From an optimization exercise on the open Yosys and OpenROAD flow, aimed at small area, a short achievable clock period and few clock cycles; shortcuts taken in it are not production practice. In this exercise RTL edits were held to simulation tests only and were not proved equivalent to the original.

<file path="flow/config.mk">
export PLATFORM = sky130hd
export DESIGN_NAME = framing_core
export DESIGN_NICKNAME = framing_core
export VERILOG_FILES = /design/flow/design.v
export SDC_FILE = /design/flow/constraint.sdc
export NUM_CORES = 4
export LEC_CHECK = 0
export CAP_MARGIN = 20
export CORE_MARGIN = 2
export CORE_UTILIZATION = 40
export SETUP_SLACK_MARGIN = 4.5
export SLEW_MARGIN = 20
</file>
<file path="flow/run.sh">
#!/bin/bash
# synth_recipe.tcl (not shown) runs the flow's synth.tcl, then flattens the netlist and writes it again
# the make line also repeats each setting of config.mk as NAME=value (left out here)
make -C /OpenROAD-flow-scripts/flow DESIGN_CONFIG=/design/flow/config.mk WORK_HOME=/design/flow/orfs CLKGATE_MAP_FILE= SYNTH_SCRIPT=/design/flow/synth_recipe.tcl finish
</file>
<file path="flow/constraint.sdc">
create_clock -name core_clock -period 8.0 [get_ports {clk}]
set_input_delay 1.6000 -clock core_clock [delete_from_list [all_inputs] [get_ports {clk}]]
set_output_delay 1.6000 -clock core_clock [all_outputs]
set_load 0.01 [all_outputs]
</file>
<file path="flow/design.v">
module fc_crc8_step (
    input  wire [7:0] acc_in,
    input  wire [7:0] data,
    output wire [7:0] acc_out
);
    wire [7:0] x = acc_in ^ data;
    assign acc_out[0] = x[2] ^ x[4] ^ x[5];
    assign acc_out[1] = x[0] ^ x[3] ^ x[5] ^ x[6];
    assign acc_out[2] = x[0] ^ x[1] ^ x[4] ^ x[6] ^ x[7];
    assign acc_out[3] = x[0] ^ x[1] ^ x[4] ^ x[7];
    assign acc_out[4] = x[0] ^ x[1] ^ x[4];
    assign acc_out[5] = x[1] ^ x[2] ^ x[5];
    assign acc_out[6] = x[0] ^ x[2] ^ x[3] ^ x[6];
    assign acc_out[7] = x[1] ^ x[3] ^ x[4] ^ x[7];
endmodule
module fc_dec #(
    parameter CAP = 32
) (
    input  wire       clk,
    input  wire       rst,
    input  wire       clr,         
    input  wire       wr,          
    input  wire [7:0] wr_byte,
    output reg        acc,         
    input  wire       rd_next,     
    output reg  [7:0] rd_data,     
    output wire       rd_ok,       
    output reg  [4:0] rem,         
    output reg        open,
    output reg  [1:0] err,
    output reg  [5:0] total,
    output wire       done_ok
);
    localparam [7:0] START = 8'h02;
    localparam [7:0] END_  = 8'h04;
    localparam NB = CAP - 4;
    reg [7:0] buf_q [0:NB-1];
    reg [4:0] left;
    reg [7:0] crc;
    reg [4:0] rp;
    wire [7:0] crc_in = (total == 6'd1) ? 8'h00 : crc;
    wire [7:0] crc_nx;
    fc_crc8_step u_step (.acc_in(crc_in), .data(wr_byte), .acc_out(crc_nx));
    assign done_ok = !open && (err == 2'd0) && (total != 6'd0);
    assign rd_ok   = done_ok && (rem != 5'd0);
    wire in_body   = (left != 5'd0);
    reg       n_open;
    reg [1:0] n_err;
    reg [5:0] n_total;
    reg [4:0] n_left;
    reg       n_crc_we;
    reg       buf_we;
    reg       ok_end;
    always @(*) begin
        acc      = 1'b0;
        n_open   = open;
        n_err    = err;
        n_total  = total;
        n_left   = left;
        n_crc_we = 1'b0;
        buf_we   = 1'b0;
        ok_end   = 1'b0;
        if (wr && err == 2'd0) begin
            if (!open) begin
                if (total == 6'd0 && wr_byte == START) begin
                    n_open  = 1'b1;
                    n_total = 6'd1;
                    acc     = 1'b1;
                end
            end else if (total == 6'd1) begin
                n_left = (wr_byte > 8'd3) ? wr_byte[4:0] - 5'd3 : 5'd0;
                if (wr_byte > CAP) begin
                    n_open = 1'b0;
                    n_err  = 2'd1;
                end else begin
                    n_total  = 6'd2;
                    n_crc_we = 1'b1;
                    acc      = 1'b1;
                end
            end else if (in_body) begin
                buf_we   = 1'b1;
                n_total  = total + 6'd1;
                n_left   = left - 5'd1;
                n_crc_we = 1'b1;
                acc      = 1'b1;
            end else begin
                n_open  = 1'b0;
                n_total = total + 6'd1;
                if (wr_byte != END_ || total == 6'd2)
                    n_err = 2'd1;
                else if (crc != 8'h00)
                    n_err = 2'd2;
                else begin
                    acc    = 1'b1;
                    ok_end = 1'b1;
                end
            end
        end
    end
    integer k;
    always @(posedge clk) begin
        for (k = 0; k < NB; k = k + 1)
            if (buf_we && total == k + 2)
                buf_q[k] <= wr_byte;
    end
    always @(posedge clk) begin
        if (rst || clr) begin
            open  <= 1'b0;
            err   <= 2'd0;
            total <= 6'd0;
            left  <= 5'd0;
            crc   <= 8'h00;
            rem   <= 5'd0;
        end else begin
            open  <= n_open;
            err   <= n_err;
            total <= n_total;
            left  <= n_left;
            if (n_crc_we)
                crc <= crc_nx;
            if (ok_end)
                rem <= total[4:0] - 5'd3;
            else if (rd_next)
                rem <= rem - 5'd1;
        end
    end
    always @(posedge clk) begin
        if (ok_end) begin
            rd_data <= buf_q[0];
            rp      <= 5'd1;
        end else if (rd_next) begin
            rd_data <= buf_q[rp];
            rp      <= rp + 5'd1;
        end
    end
endmodule
module framing_core #(
    parameter CAP = 32
) (
    input  wire        clk,
    input  wire        rst,           
    input  wire        cmd_valid,
    input  wire [15:0] cmd_data,
    output wire        cmd_ready,
    output reg         resp_valid,
    output reg  [9:0]  resp_data,     
    output reg         ev_valid,
    output reg  [2:0]  ev_kind,       
    output reg  [23:0] ev_arg,
    input  wire        wait_done,
    input  wire        rx_valid,
    input  wire [7:0]  rx_data,
    input  wire        rx_last,
    input  wire        rx_empty,
    output wire        rx_ready
);
    localparam [7:0] START = 8'h02;
    localparam [7:0] END_  = 8'h04;
    localparam NB = CAP - 4;           
    localparam [2:0] EV_TXBEGIN = 3'd1, EV_TXWRITE = 3'd2, EV_TXEND = 3'd3,
                     EV_WAIT = 3'd4, EV_POLL = 3'd5;
    localparam O_CRC_RESET = 0,  O_CRC_CALC = 1,   O_CRC_UPDATE = 2, O_CRC_READ = 3,
               O_ENC_RESET = 4,  O_ENC_WRITE = 5,  O_ENC_END = 6,    O_ENC_AVAIL = 7,
               O_ENC_READ = 8,   O_ENC_PKTLEN = 9,
               O_DEC_RESET = 10, O_DEC_WRITE = 11, O_DEC_AVAIL = 12, O_DEC_READ = 13,
               O_DEC_ISOPEN = 14, O_DEC_HASERR = 15, O_DEC_LASTERR = 16, O_DEC_TOTLEN = 17,
               O_REQ_ADDR = 18,  O_REQ_RESPLEN = 19, O_REQ_DLO = 20, O_REQ_DHI = 21,
               O_REQ_ATT = 22,   O_REQ_START = 23, O_REQ_STATUS = 24, O_REQ_AVAIL = 25,
               O_REQ_READ = 26;
    localparam NOP = 27;
    wire [7:0] c_opc = cmd_data[15:8];
    wire       c_z   = (cmd_data[7:0] == 8'h00);
    reg [NOP-1:0] dop;
    always @(*) begin
        dop = {NOP{1'b0}};
        case (c_opc)
        8'h10: dop[O_CRC_RESET]   = c_z;
        8'h11: dop[O_CRC_CALC]    = 1'b1;
        8'h12: dop[O_CRC_UPDATE]  = 1'b1;
        8'h13: dop[O_CRC_READ]    = c_z;
        8'h20: dop[O_ENC_RESET]   = c_z;
        8'h21: dop[O_ENC_WRITE]   = 1'b1;
        8'h22: dop[O_ENC_END]     = c_z;
        8'h23: dop[O_ENC_AVAIL]   = c_z;
        8'h24: dop[O_ENC_READ]    = c_z;
        8'h25: dop[O_ENC_PKTLEN]  = c_z;
        8'h30: dop[O_DEC_RESET]   = c_z;
        8'h31: dop[O_DEC_WRITE]   = 1'b1;
        8'h32: dop[O_DEC_AVAIL]   = c_z;
        8'h33: dop[O_DEC_READ]    = c_z;
        8'h34: dop[O_DEC_ISOPEN]  = c_z;
        8'h35: dop[O_DEC_HASERR]  = c_z;
        8'h36: dop[O_DEC_LASTERR] = c_z;
        8'h37: dop[O_DEC_TOTLEN]  = c_z;
        8'h40: dop[O_REQ_ADDR]    = 1'b1;
        8'h41: dop[O_REQ_RESPLEN] = 1'b1;
        8'h42: dop[O_REQ_DLO]     = 1'b1;
        8'h43: dop[O_REQ_DHI]     = 1'b1;
        8'h44: dop[O_REQ_ATT]     = 1'b1;
        8'h45: dop[O_REQ_START]   = c_z;
        8'h46: dop[O_REQ_STATUS]  = c_z;
        8'h47: dop[O_REQ_AVAIL]   = c_z;
        8'h48: dop[O_REQ_READ]    = c_z;
        default: ;
        endcase
    end
    reg           rdy;        
    reg           cv;         
    reg [NOP-1:0] op;         
    reg [7:0]     imm8;
    assign cmd_ready = rdy;
    wire take = cmd_valid && rdy;
    reg  rbusy;               
    wire ex = cv && !rbusy;
    wire [NOP-1:0] x = ex ? op : {NOP{1'b0}};
    reg  [7:0] crc_acc;
    wire [7:0] crc_nx;
    fc_crc8_step u_crc (.acc_in(op[O_CRC_CALC] ? 8'h00 : crc_acc), .data(imm8), .acc_out(crc_nx));
    reg [7:0] enc_buf [2:NB+1];
    reg       eopen;
    reg [4:0] ew;
    reg [5:0] erem;
    reg [5:0] ep;
    reg [7:0] epf;
    reg [7:0] ecrc;
    wire [7:0] ecrc_nx;
    fc_crc8_step u_ecrc (.acc_in(ecrc), .data(imm8), .acc_out(ecrc_nx));
    wire [5:0] en = {1'b0, ew} + 6'd2;         
    reg  [7:0] klen;                           
    always @(*) begin
        case (ew)
        5'd2:  klen = 8'h61; 5'd3:  klen = 8'hff; 5'd4:  klen = 8'hd1; 5'd5:  klen = 8'h86;
        5'd6:  klen = 8'h3e; 5'd7:  klen = 8'h96; 5'd8:  klen = 8'h8b; 5'd9:  klen = 8'hef;
        5'd10: klen = 8'hff; 5'd11: klen = 8'hfb; 5'd12: klen = 8'h32; 5'd13: klen = 8'h6a;
        5'd14: klen = 8'h8a; 5'd15: klen = 8'hde; 5'd16: klen = 8'hd1; 5'd17: klen = 8'h85;
        5'd18: klen = 8'h7e; 5'd19: klen = 8'h85; 5'd20: klen = 8'hc1; 5'd21: klen = 8'h5f;
        5'd22: klen = 8'h21; 5'd23: klen = 8'hea; 5'd24: klen = 8'h38; 5'd25: klen = 8'hd1;
        5'd26: klen = 8'hae; 5'd27: klen = 8'hd7; 5'd28: klen = 8'he7; 5'd29: klen = 8'h5e;
        5'd30: klen = 8'h8a;
        default: klen = 8'h00;
        endcase
    end
    wire       ew_ok  = (ew < CAP - 2);
    wire       e_wr   = x[O_ENC_WRITE] && eopen && ew_ok;
    wire       erd_ok = !eopen && (erem != 6'd0);
    wire       e_rd   = x[O_ENC_READ] && erd_ok;
    reg  [7:0] enext;                          
    always @(*) begin
        if (ep == 6'd1)          enext = {2'b00, en};
        else if (erem == 6'd3)   enext = ecrc;
        else if (erem == 6'd2)   enext = END_;
        else                     enext = enc_buf[ep[4:0]];
    end
    wire       dec_acc, dec_rd_ok, dec_open, dec_done_ok;
    wire [7:0] dec_rd_data;
    wire [4:0] dec_rem;
    wire [1:0] dec_err;
    wire [5:0] dec_total;
    fc_dec #(.CAP(CAP)) u_dec (
        .clk(clk), .rst(rst), .clr(x[O_DEC_RESET]),
        .wr(x[O_DEC_WRITE]), .wr_byte(imm8), .acc(dec_acc),
        .rd_next(x[O_DEC_READ] && dec_rd_ok), .rd_data(dec_rd_data), .rd_ok(dec_rd_ok),
        .rem(dec_rem), .open(dec_open), .err(dec_err), .total(dec_total),
        .done_ok(dec_done_ok)
    );
    reg [7:0]  req_addr, req_resplen, req_maxatt, req_left;
    reg        maxatt_nz;
    reg [15:0] req_delay;
    reg [2:0]  req_status;
    reg [2:0]  trig_i;
    reg [23:0] wacc;            
    reg [2:0]  aph;             
    reg        acy;
    localparam [1:0] R_IDLE = 2'd0, R_TRIG = 2'd1, R_WDONE = 2'd2, R_RX = 2'd3;
    reg [1:0] rs;
    reg       eval;             
    reg        bv, bl, be;
    reg [7:0]  bd;
    assign rx_ready = 1'b1;
    reg        rdec_clr_ev;
    wire       rx_ok = (req_status == 3'd1);     
    wire       rdec_acc, rdec_rd_ok, rdec_open, rdec_done_ok;
    wire [7:0] rdec_rd_data;
    wire [4:0] rdec_rem;
    wire [1:0] rdec_err;
    wire [5:0] rdec_total;
    wire       rq_rd_ok = rx_ok && rdec_rd_ok;
    fc_dec #(.CAP(CAP)) u_rdec (
        .clk(clk), .rst(rst), .clr(x[O_REQ_START] || rdec_clr_ev),
        .wr((rs == R_RX) && bv && !be), .wr_byte(bd), .acc(rdec_acc),
        .rd_next(x[O_REQ_READ] && rq_rd_ok), .rd_data(rdec_rd_data), .rd_ok(rdec_rd_ok),
        .rem(rdec_rem), .open(rdec_open), .err(rdec_err), .total(rdec_total),
        .done_ok(rdec_done_ok)
    );
    wire r_f =
        x[O_CRC_RESET] | x[O_CRC_CALC] | x[O_CRC_UPDATE] | x[O_CRC_READ] |
        x[O_ENC_RESET] | e_wr | (x[O_ENC_END] & eopen) | x[O_ENC_AVAIL] |
        e_rd | x[O_ENC_PKTLEN] |
        x[O_DEC_RESET] | (x[O_DEC_WRITE] & dec_acc) | x[O_DEC_AVAIL] |
        (x[O_DEC_READ] & dec_rd_ok) | x[O_DEC_ISOPEN] | x[O_DEC_HASERR] |
        x[O_DEC_LASTERR] | x[O_DEC_TOTLEN] |
        x[O_REQ_ADDR] | x[O_REQ_RESPLEN] | x[O_REQ_DLO] | x[O_REQ_DHI] | x[O_REQ_ATT] |
        x[O_REQ_STATUS] | x[O_REQ_AVAIL] | (x[O_REQ_READ] & rq_rd_ok);
    wire [7:0] r_d =
        ({8{x[O_CRC_CALC] | x[O_CRC_UPDATE]}} & crc_nx) |
        ({8{x[O_CRC_READ]}} & crc_acc) |
        ({8{(x[O_ENC_END] & eopen) | x[O_ENC_PKTLEN]}} & {2'b00, en}) |
        ({8{x[O_ENC_AVAIL] & !eopen}} & {2'b00, erem}) |
        ({8{e_rd}} & epf) |
        ({8{x[O_DEC_AVAIL] & dec_done_ok}} & {3'b000, dec_rem}) |
        ({8{x[O_DEC_READ] & dec_rd_ok}} & dec_rd_data) |
        ({8{x[O_DEC_ISOPEN]}} & {7'd0, dec_open}) |
        ({8{x[O_DEC_HASERR]}} & {7'd0, dec_err != 2'd0}) |
        ({8{x[O_DEC_LASTERR]}} & {6'd0, dec_err}) |
        ({8{x[O_DEC_TOTLEN]}} & {2'b00, dec_total}) |
        ({8{x[O_REQ_STATUS]}} & {5'd0, req_status}) |
        ({8{x[O_REQ_AVAIL] & rx_ok}} & {3'b000, rdec_rem}) |
        ({8{x[O_REQ_READ] & rq_rd_ok}} & rdec_rd_data) |
        ({8{x[O_REQ_START]}} & 8'h04);    
    wire r_ill = ~|op;
    wire start_req = x[O_REQ_START] && maxatt_nz;
    wire eval_fin  = rdec_done_ok || (req_left == 8'd1);
    reg  busy_nx;
    always @(*) begin
        busy_nx = rbusy;
        if (start_req)
            busy_nx = 1'b1;
        if (eval && eval_fin)
            busy_nx = 1'b0;
        if (rs == R_RX && bv && be)
            busy_nx = 1'b0;
    end
    wire cv_nx = take || (cv && !ex);
    integer k;
    always @(posedge clk) begin
        for (k = 2; k < NB + 2; k = k + 1)
            if (e_wr && ew == k)
                enc_buf[k] <= imm8;
    end
    always @(posedge clk) begin
        resp_valid  <= 1'b0;
        ev_valid    <= 1'b0;
        rdec_clr_ev <= 1'b0;
        bv <= rx_valid && (rs == R_RX);
        bd <= rx_data;
        bl <= rx_last;
        be <= rx_empty;
        if (rdy) begin
            op   <= cmd_valid ? dop : {NOP{1'b0}};
            imm8 <= cmd_data[7:0];
        end
        if (rst) begin
            rdy        <= 1'b1;
            cv         <= 1'b0;
            rbusy      <= 1'b0;
            rs         <= R_IDLE;
            eval       <= 1'b0;
            crc_acc    <= 8'h00;
            eopen      <= 1'b1;
            ew         <= 5'd2;
            ecrc       <= 8'h00;
            req_addr   <= 8'd0;
            req_resplen <= 8'd0;
            req_delay  <= 16'd0;
            req_maxatt <= 8'd0;
            maxatt_nz  <= 1'b0;
            req_status <= 3'd0;
            aph        <= 3'd0;
            bv         <= 1'b0;
        end else begin
            rdy   <= !(cv_nx && busy_nx);
            cv    <= cv_nx;
            rbusy <= busy_nx;
            case (aph)
            3'd1: begin {acy, wacc[5:0]}   <= {1'b0, wacc[5:0]}   + {1'b0, req_delay[5:0]};  aph <= 3'd2; end
            3'd2: begin {acy, wacc[11:6]}  <= {1'b0, wacc[11:6]}  + {1'b0, req_delay[11:6]} + {6'd0, acy}; aph <= 3'd3; end
            3'd3: begin {acy, wacc[17:12]} <= {1'b0, wacc[17:12]} + {3'b000, req_delay[15:12]} + {6'd0, acy}; aph <= 3'd4; end
            3'd4: begin wacc[23:18] <= wacc[23:18] + {5'd0, acy}; aph <= 3'd0; end
            default: ;
            endcase
            if (ex) begin
                resp_valid <= !start_req;
                resp_data  <= {r_ill, r_f, r_d};
            end
            if (x[O_CRC_RESET])
                crc_acc <= 8'h00;
            if (x[O_CRC_CALC] || x[O_CRC_UPDATE])
                crc_acc <= crc_nx;
            if (x[O_ENC_RESET]) begin
                eopen <= 1'b1;
                ew    <= 5'd2;
                ecrc  <= 8'h00;
            end
            if (e_wr) begin
                ew   <= ew + 5'd1;
                ecrc <= ecrc_nx;
            end
            if (x[O_ENC_END] && eopen) begin
                eopen <= 1'b0;
                erem  <= en;
                ep    <= 6'd1;
                epf   <= START;
                ecrc  <= ecrc ^ klen;
            end
            if (e_rd) begin
                erem <= erem - 6'd1;
                ep   <= ep + 6'd1;
                epf  <= enext;
            end
            if (x[O_REQ_ADDR])    req_addr    <= imm8;
            if (x[O_REQ_RESPLEN]) req_resplen <= imm8;
            if (x[O_REQ_DLO])     req_delay[7:0]  <= imm8;
            if (x[O_REQ_DHI])     req_delay[15:8] <= imm8;
            if (x[O_REQ_ATT]) begin
                req_maxatt <= imm8;
                maxatt_nz  <= (imm8 != 8'd0);
            end
            if (x[O_REQ_START]) begin
                req_left   <= req_maxatt;
                wacc       <= {8'd0, req_delay};
                aph        <= 3'd0;
                req_status <= maxatt_nz ? 3'd0 : 3'd4;
            end
            if (start_req) begin
                ev_valid <= 1'b1;
                ev_kind  <= EV_TXBEGIN;
                ev_arg   <= {16'd0, req_addr};
                trig_i   <= 3'd1;
                rs       <= R_TRIG;
            end
            case (rs)
            R_TRIG: begin
                ev_valid <= 1'b1;
                trig_i   <= trig_i + 3'd1;
                case (trig_i)
                3'd1: begin ev_kind <= EV_TXWRITE; ev_arg <= {16'd0, START}; end
                3'd2: begin ev_kind <= EV_TXWRITE; ev_arg <= 24'h000004; end
                3'd3: begin ev_kind <= EV_TXWRITE; ev_arg <= 24'h000061; end
                3'd4: begin ev_kind <= EV_TXWRITE; ev_arg <= {16'd0, END_}; end
                3'd5: begin ev_kind <= EV_TXEND;   ev_arg <= 24'd0; end
                default: begin
                    ev_kind <= EV_WAIT;
                    ev_arg  <= wacc;
                    aph     <= 3'd1;
                    rs      <= R_WDONE;
                end
                endcase
            end
            R_WDONE: begin
                ev_kind <= EV_POLL;
                ev_arg  <= {8'd0, req_addr, req_resplen};
                if (wait_done) begin
                    ev_valid <= 1'b1;
                    rs       <= R_RX;
                end
            end
            R_RX: begin
                if (bv) begin
                    if (be) begin
                        req_status <= 3'd2;
                        resp_valid <= 1'b1;
                        resp_data  <= {1'b0, 1'b0, 8'h02};
                        rs         <= R_IDLE;
                    end else if (bl) begin
                        eval <= 1'b1;
                        rs   <= R_IDLE;
                    end
                end
            end
            default: ;
            endcase
            if (eval) begin
                eval <= 1'b0;
                if (rdec_done_ok) begin
                    req_status <= 3'd1;
                    resp_valid <= 1'b1;
                    resp_data  <= {1'b0, 1'b1, 8'h01};
                end else begin
                    req_left <= req_left - 8'd1;
                    if (rdec_err != 2'd0)
                        rdec_clr_ev <= 1'b1;
                    if (req_left == 8'd1) begin
                        req_status <= (rdec_err != 2'd0) ? 3'd3 : 3'd4;
                        resp_valid <= 1'b1;
                        resp_data  <= {1'b0, 1'b0, (rdec_err != 2'd0) ? 8'h03 : 8'h04};
                    end else if (rdec_err != 2'd0) begin
                        ev_valid <= 1'b1;
                        ev_kind  <= EV_TXBEGIN;
                        ev_arg   <= {16'd0, req_addr};
                        trig_i   <= 3'd1;
                        rs       <= R_TRIG;
                    end else begin
                        ev_valid <= 1'b1;
                        ev_kind  <= EV_WAIT;
                        ev_arg   <= wacc;
                        aph      <= 3'd1;
                        rs       <= R_WDONE;
                    end
                end
            end
        end
    end
endmodule
</file>
==> notes.md <==
[tightest hold or removal path, delay by kind of cell, from the launching register on]
kind             cells  cell delay, ns
AO/OA/AOI/OAI        1            0.05
flip-flops           1            0.31
AND/OR/NAND/NOR      1            0.05
[cell type report]
cell class	instances	area share, %
well taps	1488	3.694
repair buffers	158	2.768
clock inverters	66	1.663
clock buffers	127	5.373
inverters	86	0.6480
multi-input cells	2376	30.82
flip-flops and latches	977	55.04
[cells in the final DEF (no fill, tap or decap), types with 69 or more instances in the layout]
cell type        Yosys  routed
dfxtp_1            161     154
mux2i_1             76      76
ha_1                81      80
a22oi_1             80      80
edfxtp_1           816     816
nand2_1            321     318
xnor2_1            108     108
nor2_1             297     284
inv_1               84      82
buf_4                4      85
nand3_1            140     140
clkbuf_16            0     103
a21oi_1            228     227
clkdlybuf4s50_1      0      69
o21ai_0            149     149
[path summary, 6_finish.rpt]
kind,endpoint,cells past startpoint
worst max-delay path,cmd_ready,1
worst min-delay path,req_maxatt[5],2
worst max register to register,u_rdec.buf_q[22][0],7
worst min register to register,req_maxatt[5],2
[per-stage QoR]
step           setup WS, ns  hold slack, ns
2_1_floorplan         4.466          0.4332
3_3_place_gp          3.843          0.4507
3_5_place_dp          3.755          0.4565
4_1_cts               4.212          0.4645
5_1_grt               4.362          0.4933
6_report              4.510          0.4634
[power breakdown]
group          internal [mW]  switching [mW]  total (mW)
sequential              5.52          0.0192        5.54
combinational          0.101           0.202       0.303
clock                   2.94            2.09        5.03
total                   8.56            2.31        10.9
[what timing repair did]
item	CTS	global route
pin swaps	1	0
buffers inserted	3	1
setup endpoints to repair	199	157
resized for setup	17	19
[layer usage]
| metal | track usage (%) | vias to the layer above | share of wire (%) |
|---|---|---|---|
| li1 | - | 13963 | - |
| met1 | 32.98 | 15509 | 42 |
| met2 | 36.53 | 1649 | 45 |
| met3 | 4.222 | 333 | 9.1 |
| met4 | 8.492 | 0 | 4.0 |
| met5 | 0 | - | 0 |
[state kept, by name, summed over array words and instances, names as in the netlist, 8 cells and up]
| name | cells |
|---|---|
| enc_buf | 224 |
| u_dec.buf_q | 224 |
| u_rdec.buf_q | 224 |
| op | 27 |
| ev_arg | 24 |
| wacc | 24 |
| req_delay | 16 |
| resp_data | 10 |
| bd | 8 |
| crc_acc | 8 |
| ecrc | 8 |
| epf | 8 |
| imm8 | 8 |
| klen | 8 |
| req_addr | 8 |
| req_left | 8 |
| req_maxatt | 8 |
| req_resplen | 8 |
| u_dec.crc | 8 |
| u_dec.rd_data | 8 |
| u_rdec.crc | 8 |
| u_rdec.rd_data | 8 |
[logic make-up after synthesis]
| group | after synthesis | synth area share (%) |
|---|---|---|
| AND/OR/NAND/NOR | 1157 | 12.79 |
| flip-flops | 977 | 62.66 |
| AO/OA/AOI/OAI | 842 | 12.80 |
| buffers and inverters | 312 | 2.793 |
| XOR/XNOR | 159 | 3.178 |
| multiplexers | 131 | 3.252 |
| adder cells (fa/ha/maj) | 86 | 2.516 |
| other | 1 | 0.008474 |
==> results.sh <==
export IMPL_start_kind="flop"
export IMPL_crit_family="buffers and inverters"
export IMPL_r2r_start="rs[1]"
export IMPL_postLayoutCoreUtil_pct=45.73
export IMPL_ioPinCount=72
export IMPL_powerDensity_mw_per_mm2=215.8
export IMPL_grt_pass1_wl_microns=199600
export IMPL_worstSetupPathType="reg2out"
export IMPL_register_area_sq_mm=0.02774
export IMPL_start_util_pct=40.15
export IMPL_max_cap_violations=0
export IMPL_synth_edf_count=816
export IMPL_vdd_drop_max_uv=173.5
export IMPL_cts_htree_levels=3
export IMPL_reg2reg_slack_ns=4.56
export IMPL_ys_async_sr_fraction_pct=0
export IMPL_port_buffers=70
export IMPL_syn_inst=3665
export IMPL_grt_overflow=0
export IMPL_clkLatencyLatePin_ns=0.71
export IMPL_p_leak_nw=16.50
export IMPL_final_layout_size_suffix_gt1_share_pct=10.71
export IMPL_n_fill_cell=10029
export IMPL_final_cells=5278
export IMPL_die_w_microns=336.6
export IMPL_vias=31454
export IMPL_clockBufferDepth=3
export IMPL_synth_commonest_cells="816 x edfxtp_1, 321 x nand2_1, 297 x nor2_1, 228 x a21oi_1, 161 x dfxtp_1"
export IMPL_required_ns=6.40
export IMPL_synth_top_area_share_pct=55.37
export IMPL_crit_chain="clkdlybuf4s50_1"
export IMPL_area_growth_pct=13.89
export IMPL_fmax_ghz=0.2865
export IMPL_finalMaxSlewViolations=0
export IMPL_wl_per_cell_microns=25.83
export IMPL_first_iter_violations=3929
export IMPL_drt_pass1_iterations=7
export IMPL_vias_per_cell=5.959
export IMPL_critPathMaxStageDelay_ns=0.63
export IMPL_design_area_sq_mm=0.05040
export IMPL_post_route_drc_count=0
export IMPL_core_area_sq_mm=0.1102
export IMPL_synth_most_common_cell="edfxtp_1"
export IMPL_cts_sinks=977
export IMPL_hold_start="req_maxatt[5]"
export IMPL_nNetsFinal=3819
export IMPL_track_usage_pct=23.51
export IMPL_place_inst=5080
export IMPL_total_power_mw=10.87
export IMPL_worst_path_max_fanout=21
export IMPL_fin_setup_tns_ns=0
export IMPL_rsz0062_at_grt="true"
export IMPL_synth_area_per_cell_sq_um=12.07
export IMPL_yosysSeqAreaShare_pct=62.66
export IMPL_grt_max_degree=67
export IMPL_cts_hold_buf=0
export IMPL_dpl_cell_area_sq_mm=0.04663
export IMPL_synthFlopType="edfxtp_1"
export IMPL_netlist_top_cells_area="edfxtp_1 55%, dfxtp_1 7.3%, nand2_1 2.7%, a21oi_1 2.6%, nor2_1 2.5%"
export IMPL_status="complete, no violations"
export IMPL_min_period_ns=3.490
export IMPL_n_antenna_cell=0
export IMPL_antenna_left=0
export IMPL_multiInputGateArea_sq_mm=0.01553
export IMPL_die_area_sq_mm=0.1133
export IMPL_finalSetupViolations=0
export IMPL_clock_skew_final_ns=0.04323
export IMPL_critPathLaunch="rdy"
export IMPL_cp_end_kind="output pin"
export IMPL_fp_dieH_microns=336.6
export IMPL_ys_ff_latch=977
export IMPL_synth_nets=3782
export IMPL_clk_pin_slew_ns=0.06
export IMPL_fp_row_count=122
export IMPL_yosys_warnings=20
export IMPL_antenna_found_initial=0
export IMPL_crit_buf_inv=1
export IMPL_slew_headroom_pct=21.20
export IMPL_dp_hpwl_microns=87730
export IMPL_hold_class="reg2reg"
export IMPL_clockRootBuffer="clkbuf_16"
export IMPL_cts_buffers=103
export IMPL_syn_cell_area_sq_mm=0.04425
export IMPL_gp_congestion=0.9512
export IMPL_cts_tree="yes"
export IMPL_worstMarginPinSlew_ns=1.178
export IMPL_routed_wirelength_microns=136300
export IMPL_timing_final_crit_share_pct=43.63
export IMPL_critPathArrivalTime_ns=1.89
export IMPL_cp_slowest_cell="clkdlybuf4s50_1"
export IMPL_grt_pass1_vias=29621
export IMPL_yosysTopAreaCell="edfxtp_1"
export IMPL_timing_hold_violations_final=0
export IMPL_yosys_cell_types_count=98
Testbench counts, summed over its fixed seeds: cycles 21,164.

==> what the ideal ports hide <==
In the flow no input, the clock included, has a driving cell. The finished layout below was timed again as built, in two steps.
Step 1 assumes that a clkbuf_16 drives the clock port and a buf_2 every other input.
Step 2 times the ports against the registers' clock, not the clock port: input delays grow and output delays shrink by t, the midpoint of the rising clock arrivals with the driver on.
a / b / c = no drivers / after step 1 / after step 2; a / b = the first two.
t (ns): 0.760
setup WS [ns]: 4.510 / 4.438 / 3.969
worst data-port slew with drivers (ns): 0.08
pins driven straight from the clock port: 1
After both steps this run still meets setup and hold. For this run, drivers alone change the setup slack by -0.072 ns; drivers and shift together by -0.541 ns.
